What follows belongs to an exercise in optimizing a design on an open flow for small area, a short achievable clock period and few clock cycles per item; a production flow would make more cautious choices. Function was checked by simulation only, so behaviour that the tests miss may differ from the original.

==> build 14: inputs <==
// hb_rx
module hb_rx (
    input  wire       clk,
    input  wire       rst,         
    input  wire       in_valid,
    output wire       in_ready,
    input  wire [7:0] in_data,
    output wire       ev_valid,
    input  wire       ev_ready,
    output wire [7:0] ev_data
);
export LEC_CHECK = 0
export CAP_MARGIN = 20
export CORE_MARGIN = 2
export CORE_UTILIZATION = 50
export CTS_CLUSTER_DIAMETER = 80
export CTS_CLUSTER_SIZE = 28
export SLEW_MARGIN = 20
create_clock -name core_clock -period 10.0 [get_ports {clk}]
standard.sh (not shown) runs the stock make flow with config.mk's settings and CLKGATE_MAP_FILE= SYNTH_SCRIPT=/design/flow/synth_recipe.tcl, a recipe that flattens the netlist after the stock synthesis.
==> flow/flow/run.sh <==
#!/bin/bash
set -euo pipefail
cd "$(dirname "$0")/.."
bash standard.sh finish SETUP_SLACK_MARGIN=6.6 TNS_END_PERCENT=10 \
    "BUFFER_PORTS_ARGS=-buffer_cell sky130_fd_sc_hd__buf_4" > flow_make.log 2>&1
==> trial 87: changes against build 14 <==
--- a/flow/design.v
+++ b/flow/design.v
@@ -7,12 +7,10 @@
     output wire       ev_valid,
     input  wire       ev_ready,
     output wire [7:0] ev_data
 );
     localparam integer PMAX = 242;
-    localparam integer RL   = PMAX;         
-    localparam [7:0]   RLM  = RL - 1;
     localparam [2:0] P_SEARCH = 3'd0,    
                      P_LINK   = 3'd1,
                      P_LEN    = 3'd2,
                      P_METH   = 3'd3,    
                      P_PATH   = 3'd4,
@@ -80,13 +78,11 @@
     reg [7:0]  plen1;         
     reg        pend_w;        
     reg [7:0]  wslot;         
     reg [7:0]  s0;            
     reg [7:0]  tm;            
-    reg [7:0]  ring [0:RL-1];
-    wire [7:0] tm1    = (tm == RLM) ? 8'd0 : tm + 8'd1;         
-    wire [7:0] wslot1 = (wslot == RLM) ? 8'd0 : wslot + 8'd1;   
+    reg [7:0]  ring [0:255];
     reg        f_files;       
     reg        f_card;        
     reg        f_qm;          
     reg [3:0]  mk;            
     reg        f_mf;          
@@ -227,23 +223,23 @@
     wire stall = (ev_new && ev_v) || ((pstate == P_PATH) && pend_v && !pend_w && !we) || hold_hdr;
     assign proc = xv && !stall;
     wire launch = proc && ev_new;
     integer w;
     always @(posedge clk) begin
-        tm <= rst ? 8'd0 : tm1;
-        ring[0] <= we ? pend : ring[RL - 1];
-        for (w = 1; w < RL; w = w + 1)
+        tm <= tm + 8'd1;
+        ring[0] <= we ? pend : ring[255];
+        for (w = 1; w < 256; w = w + 1)
             ring[w] <= ring[w - 1];
     end
     always @(posedge clk) begin
         if (we)
             pend_w <= 1'b1;
         if (proc && !ovf && pstate == P_PATH && !k_lf && !k_sp) begin
             pend_w <= 1'b0;
-            wslot  <= pend_v ? wslot1 : tm1;
+            wslot  <= pend_v ? wslot + 8'd1 : tm + 8'd1;
             if (!pend_v)
-                s0 <= tm1;
+                s0 <= tm + 8'd1;
         end
     end
     always @(posedge clk) begin
         if (rst) begin
             pstate <= P_SEARCH;
@@ -383,13 +379,11 @@
     always @(*) begin
         rsel = 8'd0;
         for (j = 0; j < 64; j = j + 1)
             rsel = rsel | (ring[j] & {8{rlo[j % 16] && rmid[j / 16]}});
     end
-    wire [7:0] f0     = (tm >= s0) ? tm - s0 : tm - s0 + RL;   
-    wire [7:0] f01    = (f0 == RLM) ? 8'd0 : f0 + 8'd1;
-    wire [7:0] rdist1 = (rdist == RLM) ? 8'd0 : rdist + 8'd1;
+    wire [7:0] f0     = tm - s0;           
     wire       e_free = !ev_vr || ev_ready;
     wire       e_path = !e_drop && (ecnt >= 8'd9);
     wire       e_load = e_free && !e_last && (!e_path || qv);
     wire       e_take = e_load && e_path;
     wire       fetch  = ev_v && !e_drop && (rrem != 8'd0) && (rhi == 2'd0) && (!qv || e_take);
@@ -418,11 +412,11 @@
             e_route  <= fin_route;
             e_plen   <= fin_plen;
             e_lasti  <= 8'd255;
             qv       <= 1'b0;
             rrem     <= fin_plen;
-            rdist    <= f01;
+            rdist    <= f0 + 8'd1;
             for (g = 0; g < 16; g = g + 1)
                 rlo[g] <= (f0[3:0] == g);
             for (g = 0; g < 4; g = g + 1)
                 rmid[g] <= (f0[5:4] == g);
             rhi      <= f0[7:6];
@@ -438,22 +432,16 @@
                 qv   <= 1'b1;
                 rrem <= rrem - 8'd1;
             end else begin
                 if (e_take)
                     qv <= 1'b0;
-                rdist <= rdist1;
-                if (rdist == 8'd0) begin
-                    rlo  <= 16'd1;
-                    rmid <= 4'd1;
-                    rhi  <= 2'd0;
-                end else begin
-                    rlo <= {rlo[14:0], rlo[15]};
-                    if (rlo[15]) begin
-                        rmid <= {rmid[2:0], rmid[3]};
-                        if (rmid[3])
-                            rhi <= rhi + 2'd1;
-                    end
+                rdist <= rdist + 8'd1;
+                rlo   <= {rlo[14:0], rlo[15]};
+                if (rlo[15]) begin
+                    rmid <= {rmid[2:0], rmid[3]};
+                    if (rmid[3])
+                        rhi <= rhi + 2'd1;
                 end
             end
         end
     end
     assign ev_valid = ev_vr;
==> flow/flow/run.sh (replaced) <==
#!/bin/bash
set -euo pipefail
cd "$(dirname "$0")/.."
bash standard.sh finish SETUP_SLACK_MARGIN=6.6 TNS_END_PERCENT=10 > flow_make.log 2>&1
- CORE_UTILIZATION: 50 -> 40
- CTS_CLUSTER_DIAMETER: 80 -> not set
- CTS_CLUSTER_SIZE: 28 -> not set
==> out/metrics.yaml <==
global_route:
  grt_max_degree: 48
status:
  status: "complete, no violations"
setup_path:
  path_cells: "inv_1 > buf_4"
cells_and_area:
  final_cell_mix: "dfxtp_1, edfxtp_1, a22oi_1"
timing:
  min_period_over_period_pct: 34.4
power_and_ir_drop:
  power.total_uw: 13500
That was build 14.
==> out/metrics.yaml <==
global_route:
  grt_max_degree: 75
cells_and_area:
  final_cell_mix: "dfxtp_1, clkbuf_16, edfxtp_1"
power_and_ir_drop:
  seqPwrFrac_pct: 54.8
  power.total_uw: 16900
timing:
  min_period_over_period_pct: 35.1
placement:
  place_inst: 5748
setup_path:
  path_cells: "buf_2"
status:
  status: "complete, no violations"
That was trial 87.
Testbench counts of build 14, summed over its fixed seeds: cycles 26,059, items 480.
Testbench counts of trial 87, summed over its fixed seeds: cycles 26,059, items 480.

separate check: timing with driven ports:
Ports are ideal in the flow. The routed layouts listed here were re-timed in OpenROAD.
Step 1, drivers: a clkbuf_16 drives clk and a buf_2 each remaining input, both assumed.
Step 2 also shifts input and output timing later by t, the mid clock arrival at the registers, as if the neighbouring blocks saw the same clock.
a / b / c = ideal / step 1 / step 2; a / b = the first two.
run | t, ns | slack for setup (ns) | hold slack, ns | cell pins on the clock port's net
build 14 | 0.760 | 6.564 / 6.499 / 5.901 | 0.305 / 0.305 / 0.305 | 1
trial 87 | 0.868 | 6.489 / 6.416 / 5.730 | 0.298 / 0.298 / 0.298 | 1
After both steps setup and hold are still met in every run listed. For trial 87, which loses most, drivers alone change the setup slack by -0.073 ns; drivers and shift together by -0.759 ns.
